Source: an optimization exercise on an open RTL-to-GDS flow (aim: small area and few clock cycles). Production flows keep margins and buffers that such runs may drop.
The RTL was checked by simulation tests, not by an equivalence proof against the original design.
Power is estimated from default activity; no workload was simulated. The flow treats the clock pin as an ideal source, which a real chip does not have.

===== design/flow/design.v =====
module monome_engine (
    input  wire         clk,
    input  wire         rst,             
    input  wire         connected,       
    input  wire         rx_valid,
    input  wire [7:0]   rx_data,
    output wire         rx_ready,
    output wire         tx_valid,
    output wire [7:0]   tx_data,
    input  wire         tx_ready,
    output wire         idle,
    output wire [511:0] grid_led,
    output reg          grid_dirty,
    output reg          arc_dirty,
    input  wire         grid_dirty_clr,
    input  wire         arc_dirty_clr,
    output wire         gq_valid,
    output wire [7:0]   gq_x,
    output wire [7:0]   gq_y,
    output wire         gq_pressed,
    input  wire         gq_pop,
    output wire         aq_valid,
    output wire         aq_press,        
    output wire [7:0]   aq_index,
    output wire [7:0]   aq_value,        
    input  wire         aq_pop
);
    function [5:0] plast;
        input [7:0] o;
        begin
            case (o)
                8'h17, 8'h19, 8'h51, 8'h52:                 plast = 6'd62;   
                8'h06, 8'h08, 8'h10, 8'h11, 8'h20, 8'h21,
                8'h50, 8'h91:                               plast = 6'd63;   
                8'h04, 8'h15, 8'h16, 8'h18, 8'h90:          plast = 6'd0;    
                8'h93:                                      plast = 6'd1;    
                8'h1B, 8'h1C:                               plast = 6'd3;    
                8'h14:                                      plast = 6'd7;    
                8'h02:                                      plast = 6'd29;   
                8'h92:                                      plast = 6'd30;   
                default:                                    plast = 6'd31;   
            endcase
        end
    endfunction
    function has_payload;
        input [7:0] o;
        begin
            case (o)
                8'h02, 8'h04, 8'h06, 8'h08, 8'h10, 8'h11, 8'h14, 8'h15, 8'h16,
                8'h17, 8'h18, 8'h19, 8'h1A, 8'h1B, 8'h1C, 8'h20, 8'h21, 8'h50,
                8'h51, 8'h52, 8'h90, 8'h91, 8'h92, 8'h93: has_payload = 1'b1;
                default:                                  has_payload = 1'b0;
            endcase
        end
    endfunction
    function is_query;
        input [7:0] o;
        begin
            is_query = (o == 8'h00) || (o == 8'h01) || (o == 8'h03) ||
                       (o == 8'h05) || (o == 8'h0F);
        end
    endfunction
    reg         phase;           
    reg  [7:0]  op;
    reg  [5:0]  pcnt;
    reg  [7:0]  p0;              
    reg         yv;              
    reg  [2:0]  yr;              
    localparam [2:0] K_CLR = 3'd0, K_00 = 3'd1, K_01 = 3'd2, K_03 = 3'd3,
                     K_05 = 3'd4, K_0F = 3'd5;
    reg  [2:0]  tx_kind;
    reg  [5:0]  tx_cnt;          
    wire        seq_busy = (tx_cnt != 6'd0);
    wire        clearing = seq_busy && (tx_kind == K_CLR);
    wire [7:0]  b = rx_data;
    reg         gq_fill, aq_fill;  
    reg  [2:0]  rp;              
    reg  [4:0]  ph;              
    reg         pend;            
    reg  [2:0]  pend_kind;
    wire        id_busy  = (seq_busy && tx_kind == K_01) || (pend && pend_kind == K_01);
    wire        conflict = !phase && ((seq_busy && is_query(b) && pend) || (id_busy && b == 8'h02));
    wire        gq_next  = phase && pcnt == 6'd63 && (op == 8'h20 || op == 8'h21);
    wire        aq_next  = phase && ((pcnt == 6'd63 && op == 8'h50) ||
                                     (pcnt == 6'd62 && (op == 8'h51 || op == 8'h52)));
    wire        gq_ok    = !gq_fill && !gq_n[3] && (gq_n[2:1] == 2'd0 || rp == gq_tp);
    wire        aq_ok    = !aq_fill && !aq_n[3] && (aq_n[2:1] == 2'd0 || rp == aq_tp);
    wire        q_wait   = phase && (((pcnt == 6'd63) && (op == 8'h20 || op == 8'h21) && !gq_ok) ||
                                     ((pcnt == 6'd63) && op == 8'h50 && !aq_ok) ||
                                     ((pcnt == 6'd62) && (op == 8'h51 || op == 8'h52) && !aq_ok));
    wire        id_wait  = phase && op == 8'h02 && pcnt != 6'd62 && ph != pcnt[4:0] + 5'd2;
    assign rx_ready = connected && !clearing && !conflict && !q_wait && !id_wait;
    wire        acc = rx_valid && rx_ready;
    wire        last = phase ? (pcnt == plast(op)) : !has_payload(b);
    wire        at_p0  = acc && phase && (pcnt == 6'd62);
    wire        at_p1  = acc && phase && (pcnt == 6'd63);
    wire        at_dat = acc && phase && !pcnt[5];
    wire [4:0]  k      = pcnt[4:0];
    always @(posedge clk) begin
        if (rst) begin
            phase <= 1'b0;
        end else if (acc) begin
            if (!phase) begin
                op   <= b;
                pcnt <= 6'd62;
                phase <= has_payload(b);
            end else begin
                pcnt <= pcnt + 6'd1;
                if (last)
                    phase <= 1'b0;
            end
        end
    end
    always @(posedge clk) begin
        if (at_p0)
            p0 <= b;
        if (at_p1) begin
            yv <= (b[7:3] == 5'd0);
            yr <= b[2:0];
        end
    end
    assign idle = !phase && !seq_busy && !gq_fill && !aq_fill;
    reg [3:0] brightness;
    always @(posedge clk) begin
        if (rst)
            brightness <= 4'd15;
        else if (at_p0 && op == 8'h17)
            brightness <= b[3:0];
    end
    reg  [7:0] id [0:31];
    wire       tx_fire  = tx_valid && tx_ready;
    wire       id_p0    = at_p0 && op == 8'h02;
    wire       id_load  = acc && phase && op == 8'h02;
    wire [7:0] id_in    = clearing ? 8'h00 : id_load ? b : id[0];
    integer j;
    always @(posedge clk) begin
        for (j = 0; j < 31; j = j + 1)
            id[j] <= id[j + 1];
        id[31] <= id_in;
    end
    always @(posedge clk) begin
        if (rst)
            ph <= 5'd0;
        else
            ph <= id_p0 ? 5'd1 : ph + 5'd1;
    end
    wire [4:0] id_slot  = 5'd0 - tx_cnt[4:0] - ph;
    wire       id_ready = (id_slot[1:0] == 2'b00);
    wire grid_cmd = (b >= 8'h10 && b <= 8'h1C && b != 8'h17);
    wire arc_cmd  = (b >= 8'h90 && b <= 8'h93);
    wire op_acc   = acc && !phase;
    always @(posedge clk) begin
        if (rst) begin
            grid_dirty <= 1'b1;
            arc_dirty  <= 1'b0;
        end else begin
            if (op_acc && grid_cmd)
                grid_dirty <= 1'b1;
            else if (grid_dirty_clr)
                grid_dirty <= 1'b0;
            if (op_acc && arc_cmd)
                arc_dirty <= 1'b1;
            else if (arc_dirty_clr)
                arc_dirty <= 1'b0;
        end
    end
    wire        xv     = (p0[7:4] == 4'd0);
    wire        bv     = (b[7:3] == 5'd0);
    wire [3:0]  hi     = b[7:4];
    wire [3:0]  lo     = b[3:0];
    wire w_all   = rst || (acc && !phase && (b == 8'h12 || b == 8'h13)) ||
                   (at_p0 && op == 8'h19);
    wire w_one1  = at_p1 && (op == 8'h10 || op == 8'h11);     
    wire w_one2  = at_dat && op == 8'h18;                      
    wire w_mapc  = at_p1 && op == 8'h14;                       
    wire w_map   = at_dat && op == 8'h14;
    wire w_rowc  = at_p1 && op == 8'h15;                       
    wire w_row   = at_dat && op == 8'h15;
    wire w_colc  = at_p1 && op == 8'h16;                       
    wire w_col   = at_dat && op == 8'h16;
    wire w_nmap  = at_dat && op == 8'h1A;
    wire w_nrow  = at_dat && op == 8'h1B;
    wire w_ncol  = at_dat && op == 8'h1C;
    reg  [15:0] colen;
    reg  [7:0]  rowen;
    integer c, r;
    always @* begin
        for (c = 0; c < 16; c = c + 1) begin
            colen[c] = w_all ||
                       ((w_one1 || w_one2 || w_colc || w_col || w_ncol) && xv && p0[3:0] == c) ||
                       ((w_mapc || w_rowc) && xv && p0[3] == c[3]) ||
                       ((w_map || w_row) && xv && p0[3] == c[3] && b[c % 8]) ||
                       ((w_nmap || w_nrow) && xv && p0[3] == c[3] && k[1:0] == c[2:1]);
        end
        for (r = 0; r < 8; r = r + 1) begin
            rowen[r] = w_all ||
                       (w_one1 && bv && b[2:0] == r) ||
                       (w_rowc && bv && b[2:0] == r) ||
                       ((w_one2 || w_row || w_nrow) && yv && yr == r) ||
                       ((w_colc || w_mapc) && bv) ||
                       (w_col && yv && b[r]) ||
                       (w_map && yv && k[2:0] == r) ||
                       (w_nmap && yv && k[4:2] == r) ||
                       (w_ncol && yv && k[1:0] == r[2:1]);
        end
    end
    reg [3:0] bus [0:3];
    integer l, p;
    always @* begin
        for (l = 0; l < 2; l = l + 1) begin
            for (p = 0; p < 2; p = p + 1) begin
                if (rst)
                    bus[2 * l + p] = 4'd0;
                else if (phase && (op == 8'h1A || op == 8'h1B))
                    bus[2 * l + p] = (l == 0) ? hi : lo;
                else if (phase && op == 8'h1C)
                    bus[2 * l + p] = (p == 0) ? hi : lo;
                else if (phase && (op == 8'h18 || op == 8'h19))
                    bus[2 * l + p] = lo;
                else if (phase && (op == 8'h15 || op == 8'h16))
                    bus[2 * l + p] = pcnt[5] ? 4'd0 : 4'd15;
                else if (phase && op == 8'h14)
                    bus[2 * l + p] = pcnt[5] ? 4'd0 : brightness;
                else if (phase ? (op == 8'h11) : (b == 8'h13))
                    bus[2 * l + p] = brightness;
                else
                    bus[2 * l + p] = 4'd0;
            end
        end
    end
    genvar gx, gy;
    generate
        for (gy = 0; gy < 8; gy = gy + 1) begin : g_row
            for (gx = 0; gx < 16; gx = gx + 1) begin : g_col
                reg [3:0] level;
                always @(posedge clk) begin
                    if (colen[gx] && rowen[gy])
                        level <= bus[2 * (gx % 2) + (gy % 2)];
                end
                assign grid_led[4 * (16 * gy + gx) +: 4] = level;
            end
        end
    endgenerate
    wire        gq_push = at_p1 && (op == 8'h20 || op == 8'h21);
    wire [16:0] gq_in   = {op[0], b, p0};
    wire        aq_push = (at_p1 && op == 8'h50) || (at_p0 && (op == 8'h51 || op == 8'h52));
    wire [16:0] aq_in   = (op == 8'h50) ? {1'b0, p0, b} : {1'b1, b, 7'd0, op[1]};
    always @(posedge clk) begin
        if (rst)
            rp <= 3'd0;
        else
            rp <= (rp == 3'd6) ? 3'd0 : rp + 3'd1;
    end
    reg [16:0] gq_h, aq_h;
    reg [16:0] gq_r [0:6];
    reg [16:0] aq_r [0:6];
    reg [3:0]  gq_n, aq_n;
    reg [2:0]  gq_hp, gq_tp, aq_hp, aq_tp;
    wire gq_do_pop = gq_pop && gq_valid;
    wire aq_do_pop = aq_pop && aq_valid;
    wire        gq_drop = gq_next && gq_n[3] && !gq_fill && rp == gq_hp;
    wire        aq_drop = aq_next && aq_n[3] && !aq_fill && rp == aq_hp;
    wire [16:0] gq_sel  = gq_push ? gq_in : gq_r[0];
    wire [16:0] aq_sel  = aq_push ? aq_in : aq_r[0];
    wire        gq_hld  = (gq_push && gq_n == 4'd0) || gq_drop || (gq_fill && rp == gq_hp);
    wire        aq_hld  = (aq_push && aq_n == 4'd0) || aq_drop || (aq_fill && rp == aq_hp);
    function [2:0] inc7;
        input [2:0] v;
        begin
            inc7 = (v == 3'd6) ? 3'd0 : v + 3'd1;
        end
    endfunction
    integer q;
    always @(posedge clk) begin
        for (q = 0; q < 6; q = q + 1) begin
            gq_r[q] <= gq_r[q + 1];
            aq_r[q] <= aq_r[q + 1];
        end
        gq_r[6] <= gq_sel;
        aq_r[6] <= aq_sel;
        if (gq_hld)
            gq_h <= gq_sel;
        if (aq_hld)
            aq_h <= aq_sel;
    end
    always @(posedge clk) begin
        if (rst) begin
            gq_n <= 4'd0; gq_hp <= 3'd0; gq_tp <= 3'd0; gq_fill <= 1'b0;
            aq_n <= 4'd0; aq_hp <= 3'd0; aq_tp <= 3'd0; aq_fill <= 1'b0;
        end else begin
            if (gq_push) begin
                gq_n <= gq_n + 4'd1;
                if (gq_n == 4'd1) begin            
                    gq_hp <= rp;
                    gq_tp <= inc7(rp);
                end else if (gq_n != 4'd0)
                    gq_tp <= inc7(gq_tp);
            end else if (gq_drop) begin
                gq_n  <= 4'd7;
                gq_hp <= inc7(gq_hp);
            end else if (gq_fill) begin
                if (rp == gq_hp) begin
                    gq_fill <= 1'b0;
                    gq_hp   <= inc7(gq_hp);
                end
            end else if (gq_do_pop) begin
                gq_n    <= gq_n - 4'd1;
                gq_fill <= (gq_n != 4'd1);
            end
            if (aq_push) begin
                aq_n <= aq_n + 4'd1;
                if (aq_n == 4'd1) begin            
                    aq_hp <= rp;
                    aq_tp <= inc7(rp);
                end else if (aq_n != 4'd0)
                    aq_tp <= inc7(aq_tp);
            end else if (aq_drop) begin
                aq_n  <= 4'd7;
                aq_hp <= inc7(aq_hp);
            end else if (aq_fill) begin
                if (rp == aq_hp) begin
                    aq_fill <= 1'b0;
                    aq_hp   <= inc7(aq_hp);
                end
            end else if (aq_do_pop) begin
                aq_n    <= aq_n - 4'd1;
                aq_fill <= (aq_n != 4'd1);
            end
        end
    end
    assign gq_valid   = (gq_n != 4'd0);
    assign gq_x       = gq_h[7:0];
    assign gq_y       = gq_h[15:8];
    assign gq_pressed = gq_h[16];
    assign aq_valid = (aq_n != 4'd0);
    assign aq_press = aq_h[16];
    assign aq_index = aq_h[15:8];
    assign aq_value = aq_h[7:0];
    wire       start_q = acc && !phase && is_query(b);
    reg  [2:0] q_kind;
    always @* begin
        case (b)
            8'h00:   q_kind = K_00;
            8'h01:   q_kind = K_01;
            8'h03:   q_kind = K_03;
            8'h05:   q_kind = K_05;
            default: q_kind = K_0F;
        endcase
    end
    function [5:0] klen;
        input [2:0] kk;
        begin
            case (kk)
                K_00:    klen = 6'd6;
                K_01:    klen = 6'd33;
                K_03:    klen = 6'd4;
                K_05:    klen = 6'd3;
                default: klen = 6'd8;
            endcase
        end
    endfunction
    wire tx_end = tx_fire && tx_cnt == 6'd1;
    always @(posedge clk) begin
        if (rst) begin
            tx_kind <= K_CLR;
            tx_cnt  <= 6'd32;
            pend    <= 1'b0;
        end else begin
            if (start_q && (!seq_busy || tx_end)) begin
                tx_kind <= q_kind;
                tx_cnt  <= klen(q_kind);
            end else if (tx_end && pend) begin
                tx_kind <= pend_kind;
                tx_cnt  <= klen(pend_kind);
            end else if (clearing || tx_fire) begin
                tx_cnt <= tx_cnt - 6'd1;
            end
            if (start_q && seq_busy && !tx_end) begin
                pend      <= 1'b1;
                pend_kind <= q_kind;
            end else if (tx_end) begin
                pend <= 1'b0;
            end
        end
    end
    reg [7:0] rom;
    always @* begin
        rom = 8'h00;
        case (tx_kind)
            K_00: case (tx_cnt[2:0])
                      3'd5: rom = 8'h01;
                      3'd4, 3'd2, 3'd1: rom = 8'h02;
                      default: rom = 8'h00;
                  endcase
            K_01: rom = (tx_cnt == 6'd33) ? 8'h01 : id[{id_slot[4:2], 2'b00}];
            K_03: case (tx_cnt[2:0])
                      3'd4: rom = 8'h02;
                      3'd3: rom = 8'h01;
                      default: rom = 8'h00;
                  endcase
            K_05: case (tx_cnt[1:0])
                      2'd3: rom = 8'h03;
                      2'd2: rom = 8'h10;
                      default: rom = 8'h08;
                  endcase
            default: rom = 8'h00;
        endcase
    end
    assign tx_valid = seq_busy && !clearing &&
                      !(tx_kind == K_01 && tx_cnt != 6'd33 && !id_ready);
    assign tx_data  = rom;
endmodule

===== design/flow/flow/run.sh =====
#!/bin/bash
# The standard layout, with these changes:
# - after the standard synthesis, its combinational cells are mapped again
#   with an area-oriented ABC script (reopt.tcl, area.abc); flip-flops are
#   kept as they are, with their names and cell types (the standard
#   netlist is kept if the new one looks broken);
# - port buffers use the smallest buffer cell;
# - clock tree synthesis adds no dummy loads and clusters up to 25
#   flip-flops (within 150 um) per leaf buffer.
set -euo pipefail
export BUFFER_PORTS_ARGS="-buffer_cell sky130_fd_sc_hd__buf_1"
export CTS_ARGS="-sink_clustering_enable -repair_clock_nets -dont_use_dummy_load -sink_clustering_size 25 -sink_clustering_max_diameter 150"
R=orfs/results/${FLOW_PLATFORM}/monome_engine/base
YOSYS=${YOSYS_EXE:-$FLOW_HOME/../tools/install/yosys/bin/yosys}
LIB=$FLOW_HOME/platforms/sky130hd/lib/sky130_fd_sc_hd__tt_025C_1v80.lib

bash standard.sh synth > standard_synth.log 2>&1

cp $R/1_2_yosys.v $R/1_2_yosys_standard.v
export REOPT_IN=$R/1_2_yosys_standard.v
export REOPT_OUT=$R/1_2_yosys.v
export REOPT_LIB=$LIB
export REOPT_SCRIPT=flow/area.abc
export REOPT_DONT_USE="$(grep -oE 'cell *\("?sky130_fd_sc_hd__(lpflow|probe)[a-z0-9_]*' $LIB | sed -E 's/cell *\("?//' | sort -u | tr '\n' ' ')"
$YOSYS -c flow/reopt.tcl > reopt.log 2>&1
# keep the standard netlist if the new one lost more than half of the
# combinational area (a sign that ABC's script went wrong)
python3 - <<'PY' || cp $R/1_2_yosys_standard.v $R/1_2_yosys.v
import re, sys
def get(f):
    t = open(f).read()
    a = float(re.search(r"Chip area for module '\\monome_engine': ([0-9.]+)", t).group(1))
    q = float(re.search(r"used for sequential elements: ([0-9.]+)", t).group(1))
    return a - q
old, new = get('reopt_stat_in.txt'), get('reopt_stat.txt')
print('combinational area', old, '->', new)
sys.exit(0 if new > 0.5 * old else 1)
PY
rm -f $R/1_synth.odb $R/1_synth.sdc

bash standard.sh finish > standard_flow.log 2>&1

===== design/flow/flow/area.abc =====
strash
dch -f
amap
mfs2
strash
dch -f
amap
mfs2
strash
dch -f
amap
topo

===== design/flow/flow/reopt.tcl =====
# Re-map the combinational cells of the standard synthesis's netlist with
# an area-oriented ABC script. Flip-flops are kept as black boxes, so every
# register keeps its instance name and cell type.
# env: REOPT_IN, REOPT_OUT, REOPT_LIB, REOPT_SCRIPT, REOPT_DONT_USE
yosys read_liberty -ignore_miss_func $::env(REOPT_LIB)
yosys read_verilog $::env(REOPT_IN)
yosys hierarchy -top monome_engine
yosys tee -o reopt_stat_in.txt stat -liberty $::env(REOPT_LIB)
yosys setattr -mod -set blackbox 1 sky130_fd_sc_hd__*df*
yosys flatten
yosys opt -purge
set du {}
foreach c $::env(REOPT_DONT_USE) { lappend du -dont_use $c }
yosys abc -liberty $::env(REOPT_LIB) -script $::env(REOPT_SCRIPT) {*}$du
yosys opt_clean -purge
yosys hilomap -singleton -hicell sky130_fd_sc_hd__conb_1 HI -locell sky130_fd_sc_hd__conb_1 LO
yosys splitnets
yosys opt_clean -purge
yosys rename -enumerate
yosys blackbox sky130_fd_sc_hd__*
yosys hierarchy -top monome_engine
yosys tee -o reopt_stat.txt stat -liberty $::env(REOPT_LIB)

yosys write_verilog -noattr -nohex -nodec $::env(REOPT_OUT)

===== design/flow/standard.sh =====
#!/bin/bash
# synth_recipe.tcl (not shown) runs the flow's synth.tcl, then flattens the netlist and writes it again
# the make line also repeats each setting of config.mk as NAME=value (left out here)
make -C /OpenROAD-flow-scripts/flow DESIGN_CONFIG=/design/flow/config.mk WORK_HOME=/design/flow/orfs CLKGATE_MAP_FILE= SYNTH_SCRIPT=/design/flow/synth_recipe.tcl "${@:-finish}"

===== design/flow/config.mk =====
export PLATFORM = sky130hd
export DESIGN_NAME = monome_engine
export DESIGN_NICKNAME = monome_engine
export VERILOG_FILES = /design/flow/design.v
export SDC_FILE = /design/flow/constraint.sdc
export NUM_CORES = 4
export LEC_CHECK = 0
export CAP_MARGIN = 20
export CORE_MARGIN = 2
export CORE_UTILIZATION = 60
export SLEW_MARGIN = 20

===== design/flow/constraint.sdc =====
create_clock -name core_clock -period 10.0 [get_ports {clk}]
set_input_delay 2.0000 -clock core_clock [delete_from_list [all_inputs] [get_ports {clk}]]
set_output_delay 2.0000 -clock core_clock [all_outputs]
set_load 0.01 [all_outputs]

==> impl_metrics.csv, run 1 <==
group,metric,value,unit
worst_setup_path,worstPathMaxFanout,14,
route,drcViolationCount,0,
power,vdd_ir_drop_max,0.0001921,V
power,power,7.781,mW
cells_and_area,nets,2821,
worst_setup_path,cpPeakStageDelay,0.71,ns
global_routing,grt_use_total,30.78,%
timing,slew_violations,0,
clocking,cts_buffers,50,
cells_and_area,final_area,38000,µm²
die,dieHeight,239.3,µm
clocking,hold_buffers,0,
worst_setup_path,cp_data_required_time,8.00,ns
cells_and_area,fillers,3776,
route,drt-initial-drc-count,2174,
placed_design,gp_congestion,1.010,
worst_setup_path,endpoint_kind,"output port",
cells_and_area,syn_to_final_growth,14.37,%
timing,fin_worst_skew,0.05308,ns
timing,setup_viol,0,
clocking,clkLatencyLatePin,0.64,ns
clocking,cts_max_path_buffers,3,
clocking,htreeDepth,2,
worst_setup_path,arrival,5.77,ns
cells_and_area,drive_above_1_share,3.997,%
logic_synthesis,syn_area,33230,µm²
flow_run,cap_violations,0,
power,leakage,13.01,nW
global_routing,grt_pass1_wl,127.7,mm
route,drt_first_pass_iters,6,
timing,finalHoldViolCount,0,
worst_setup_path,crit_start,"rx_data[2]",
timing,min_period_over_period,77.69,%
route,vias,20270,
worst_setup_path,slowest_stage,"clkinv_1",
placed_design,dpl.hpwl,63.75,mm
route,final_antenna_net_count,0,
die,dieArea,57270,µm²
global_routing,antenna_found_initial,3,
global_routing,grt_pass1_vias,19050,
logic_synthesis,yosys_warnings,5,
logic_synthesis,syn_area_per_cell,15.58,µm²
worst_setup_path,reg2reg_from,"pcnt[1]",
min_path,min_path_type,"reg -> reg",
global_routing,grt_max_degree,45,
worst_setup_path,crit_type,"in -> out",
placed_design,portBuffers,577,
logic_synthesis,synth_cells,2133,
timing,rsz0062_at_grt,"false",
global_routing,grt_overflow,0,
die,dieWidth,239.3,µm
clocking,clk_pin_slew_worst_paths,0.08,ns
worst_setup_path,path_cells,"buf_1, clkinv_1, nor2_1, nand2_1, o211ai_1, or2_0, o31a_1, nor2_1, a21oi_1, clkinv_1, nor2_1, nor2_1, clkinv_1, buf_1",
timing,min_period,7.769,ns
clocking,root_buffer,"clkbuf_16",
timing,worst_pin_slew,1.212,ns
worst_setup_path,critPathLaunchType,"primary input",
route,via_per_inst,5.781,
timing,fin_setup_tns,0,ns
power,power_density,204.8,nW/µm²
die,ioPinCount,578,
route,wire_per_inst,25.71,µm
clocking,ctsResizeCount,0,
die,fp.coreArea,54880,µm²
timing,max-slew-margin-rel,19.22,%
route,wirelength,90.18,mm
worst_setup_path,path_common_cell,"nor2_1",
clocking,post_cts_buffers,0,
min_path,hp-start,"id[18][7]",
die,rows,86,
timing,clock.fmax,0.1287,GHz
placed_design,dpl_cell_area,36740,µm²
logic_synthesis,synth_nets,2150,
cells_and_area,postLayoutCoreUtil,69.25,%
clocking,cts_tree,"built",
die,start_util,60.54,%
run_status,status,"complete, no violations",
clocking,cts.sinks,1116,
[layout make-up]
class / instances / area (µm²) / share of cell area (%)
well taps: 704 / 880.8 / 2.318
clock buffers: 50 / 1251 / 3.293
inverters: 126 / 473.0 / 1.245
diodes: 1 / 2.502 / 0.006585
flip-flops and latches: 1116 / 28100 / 73.94
multi-input cells: 891 / 4813 / 12.67
repair buffers: 619 / 2482 / 6.533
[layout by cell type (no fill, tap or decap), types with 23 or more instances in the layout]
cell type and instances:
nor2_1 323, nand3_1 28, buf_1 576, buf_4 42, o22ai_1 36, dfxtp_1 541
o21ai_0 62, clkbuf_16 50, nand2_1 75, clkinv_1 126, edfxtp_1 575, or3_1 23
a21oi_1 57, nor3_1 53
[where the power goes]
| group | switching [mW] | total [mW] | internal, mW | leakage, nW |
|---|---|---|---|---|
| clock network | 1.27 | 2.16 | 0.895 | 0.616 |
| registers | 0.0696 | 5.02 | 4.95 | 9.94 |
| logic | 0.440 | 0.601 | 0.161 | 2.46 |
[critical path: cells and delay by family]
| kind | cells | cell delay, ns |
|---|---|---|
| buffers and inverters | 5 | 2.02 |
| AND/OR/NAND/NOR | 6 | 0.99 |
| AO/OA/AOI/OAI | 3 | 0.75 |
[layer usage]
metal / global-route usage, % / wire length (µm) / vias up
li1: - / - / 9057
met1: 41.23 / 35690 / 10030
met2: 50.63 / 43980 / 1016
met3: 6.050 / 7328 / 171
met4: 11.08 / 3149 / 4
met5: 0 / 28 / -
[flip-flops by register name, summed over array words and instances, names as in the netlist, 8 cells and up]
register and flops:
gq_r 119, gq_h 17, aq_h 17, id 256, op 8, p0 8
aq_r 119, g_row.g_col.level 512
[path summary, 6_finish.rpt]
check                            endpoint  slack [ns]  cells after the start
worst max-delay path             rx_ready        2.23                     14
worst min-delay path            id[17][7]        0.31                      0
worst max register to register   gq_hp[2]        4.63                     19
worst min register to register  id[17][7]        0.31                      0
[stage by stage]
stage	hold WS (ns)	setup WS (ns)	cells
floorplan	0.3096	1.805	2133
global placement	0.3096	2.582	3456
detailed placement	0.3121	2.439	3456
CTS	0.3048	2.419	3506
global route	0.3058	1.991	3506
finish	0.3057	2.231	3507
Testbench counts, summed over its fixed seeds: cycles 35,207.
==> run 2: changes to the inputs <==
--- a/design/flow/flow/run.sh
+++ b/design/flow/flow/run.sh
@@ -6,9 +6,9 @@
 #   netlist is kept if the new one looks broken);
 # - port buffers use the smallest buffer cell;
-# - clock tree synthesis adds no dummy loads and clusters up to 25
+# - clock tree synthesis adds no dummy loads and clusters up to 30
 #   flip-flops (within 150 um) per leaf buffer.
 set -euo pipefail
 export BUFFER_PORTS_ARGS="-buffer_cell sky130_fd_sc_hd__buf_1"
-export CTS_ARGS="-sink_clustering_enable -repair_clock_nets -dont_use_dummy_load -sink_clustering_size 25 -sink_clustering_max_diameter 150"
+export CTS_ARGS="-sink_clustering_enable -repair_clock_nets -dont_use_dummy_load -sink_clustering_size 30 -sink_clustering_max_diameter 150"
 R=orfs/results/${FLOW_PLATFORM}/monome_engine/base
 YOSYS=${YOSYS_EXE:-$FLOW_HOME/../tools/install/yosys/bin/yosys}
--- a/design/flow/config.mk
+++ b/design/flow/config.mk
@@ -6,6 +6,6 @@
 export NUM_CORES = 4
 export LEC_CHECK = 0
-export CAP_MARGIN = 20
+export CAP_MARGIN = 10
 export CORE_MARGIN = 2
 export CORE_UTILIZATION = 60
-export SLEW_MARGIN = 20
+export SLEW_MARGIN = 10
==> run 2 against run 1 <==
Against the previous run:
- combinational power decreased by 0.7%
- final area fell by 0.50%
- total power is 1.9% lower
- flip-flop and latch count stayed put
- largest cell class unchanged
- largest power group unchanged
- highest routed layer unchanged
==> impl_metrics.csv, run 2 <==
group,metric,value,unit
cells_and_area,layout_commonest_cell,"buf_1",
worst_setup_path,endpoint_kind,"output port",
worst_setup_path,cp_num_buf_inv,5,
cells_and_area,nets,2814,
placed_design,portBuffers,577,
global_routing,grt_pass1_wl,127.1,mm
clocking,ctsResizeCount,0,
clocking,hold_buffers,0,
worst_setup_path,worstPathMaxFanout,14,
die,rows,86,
clocking,cts.sinks,1116,
power,power_density,201.9,nW/µm²
timing,finalHoldViolCount,0,
worst_setup_path,rr_worst_depth,17,
cells_and_area,syn_to_final_growth,13.80,%
cells_and_area,reg_top3,"g_row.g_col.level x512, id x256",
route,drt_first_pass_iters,7,
worst_setup_path,slowest_stage,"clkinv_1",
die,dieHeight,239.3,µm
timing,fin_setup_tns,0,ns
global_routing,grt_overflow,0,
worst_setup_path,cp_data_required_time,8.00,ns
power,vdd_ir_drop_max,0.0001858,V
worst_setup_path,crit_cells,14,
worst_setup_path,cpPeakStageDelay,0.71,ns
clocking,post_cts_buffers,0,
logic_synthesis,syn_area,33230,µm²
route,via_per_inst,5.753,
worst_setup_path,path_common_cell,"nor2_1",
timing,min_period,7.875,ns
worst_setup_path,arrival,5.88,ns
cells_and_area,largest_register,"g_row.g_col.level",
clocking,cts_tree,"built",
clocking,htreeDepth,2,
die,dieArea,57270,µm²
timing,clock.fmax,0.1270,GHz
timing,setup_viol,0,
cells_and_area,drive_above_1_share,3.721,%
die,dieWidth,239.3,µm
cells_and_area,mostFrequentLayoutCells,"buf_1 (576), edfxtp_1 (575), dfxtp_1 (541)",
clocking,clkLatencyLatePin,0.61,ns
route,final_antenna_net_count,0,
placed_design,dp.cells,3456,
global_routing,grt_pass1_vias,18790,
cells_and_area,largest_reg_flops,512,
cells_and_area,fillers,3817,
timing,rsz0062_at_grt,"false",
worst_setup_path,crit_start,"rx_data[2]",
logic_synthesis,synth_cells,2133,
route,drcViolationCount,0,
timing,layout_setup_ws,2.125,ns
timing,min_period_over_period,78.75,%
cells_and_area,final_area,37810,µm²
worst_setup_path,path_delay_family,"buffers and inverters",
placed_design,dpl_cell_area,36730,µm²
worst_setup_path,reg2reg_to,"gq_hp[0]",
clocking,cts_max_path_buffers,3,
worst_setup_path,endpoint,"rx_ready",
clocking,cts_buffers,43,
die,fp.coreArea,54880,µm²
global_routing,grt_max_degree,45,
cells_and_area,multi_input_area,4797,µm²
logic_synthesis,yosys_warnings,5,
min_path,min_path_type,"reg -> reg",
die,ioPinCount,578,
flow_run,cap_violations,0,
clocking,root_buffer,"clkbuf_16",
timing,hold_ws,0.2745,ns
cells_and_area,area.sequential,28100,µm²
route,wire_per_inst,25.68,µm
clocking,clk_pin_slew_worst_paths,0.10,ns
worst_setup_path,path_cells,"buf_1, clkinv_1, nor2_1, nand2_1, o211ai_1, or2_0, o31a_1, nor2_1, a21oi_1, clkinv_1, nor2_1, nor2_1, clkinv_1, buf_1",
global_routing,grt_use_total,30.61,%
global_routing,antenna_found_initial,3,
cells_and_area,fin_cells,3501,
worst_setup_path,critPathLaunchType,"primary input",
placed_design,dpl.hpwl,63.66,mm
timing,slew_violations,0,
worst_setup_path,reg2reg_from,"pcnt[1]",
timing,fin_worst_skew,0.05284,ns
timing,max-slew-margin-rel,19.07,%
placed_design,post-place-ws,2.433,ns
placed_design,gp_congestion,1.010,
worst_setup_path,rrSetupSlack,4.53,ns
route,vias,20140,
worst_setup_path,crit_type,"in -> out",
logic_synthesis,synth_nets,2150,
route,wirelength,89.90,mm
die,start_util,60.54,%
route,drt-initial-drc-count,2020,
power,leakage,12.92,nW
run_status,status,"complete, no violations",
timing,worst_pin_slew,1.207,ns
logic_synthesis,syn_area_per_cell,15.58,µm²
==> run 2: worst min-delay path by stage <==
| stage | slack [ns] | from | to | depth (start not counted) |
|---|---|---|---|---|
| global placement | 0.31 | aq_r[1][14] | aq_r[0][14] | 0 |
| finish | 0.27 | id[19][7] | id[18][7] | 0 |
| global route | 0.27 | id[19][7] | id[18][7] | 0 |
| detailed placement | 0.31 | id[11][4] | id[10][4] | 0 |
| floorplan | 0.31 | aq_r[1][0] | aq_r[0][0] | 0 |
| CTS | 0.28 | id[19][7] | id[18][7] | 0 |
==> run 2: power breakdown <==
part	internal [mW]	leakage [nW]	switching [mW]
combinational	0.160	2.45	0.436
clock	0.779	0.530	1.24
sequential	4.95	9.94	0.0696
==> run 2: cell type report <==
type / count / area share [%]
sequential: 1116 / 74.31
multi-input combinational: 891 / 12.69
timing repair buffer: 619 / 6.565
clock buffer: 43 / 2.846
tap: 704 / 2.330
inverter: 126 / 1.251
antenna: 2 / 0.01324
==> run 2: per-stage QoR <==
stage	utilization, %	total power [mW]
final	68.90	7.634
after global routing	68.89	7.866
after CTS	68.89	7.649
after detailed placement	66.93	5.708
after global placement	66.93	5.692
after floorplan	-	5.447
==> run 2: routing by layer <==
layer	GRT usage (%)	up-vias	share of wire [%]
li1	-	9020	-
met1	42.04	9966	40
met2	50.07	977	48
met3	5.301	176	7.7
met4	10.40	2	3.7
met5	0	-	0.014

[port drivers added, routing unchanged]
The flow's constraints put no driver on any port. The routed layouts listed below were extracted and timed again, unchanged, in two steps. Step 1, drivers: a clkbuf_16 drives clk and a buf_2 each remaining input, both assumed. Step 2 adds t to the input delays and takes it off the output delays; t is the mean of the earliest and latest rising clock arrival at the registers after step 1. Input paths then give back, and output paths get back, about the clock's delay inside the block. Three values: no drivers, after step 1, after step 2; two values: the first two.
run	t, ns	setup WS [ns]	worst data-port slew with drivers (ns)	pins driven straight from the clock port
run 1	0.674	2.231 / 2.159 / 2.159	0.10	1
run 2	0.646	2.125 / 2.051 / 2.051	0.12	1
After both steps every run listed still meets setup and hold. For run 2, which loses most, drivers alone change the setup slack by -0.074 ns; drivers and shift together by -0.074 ns.
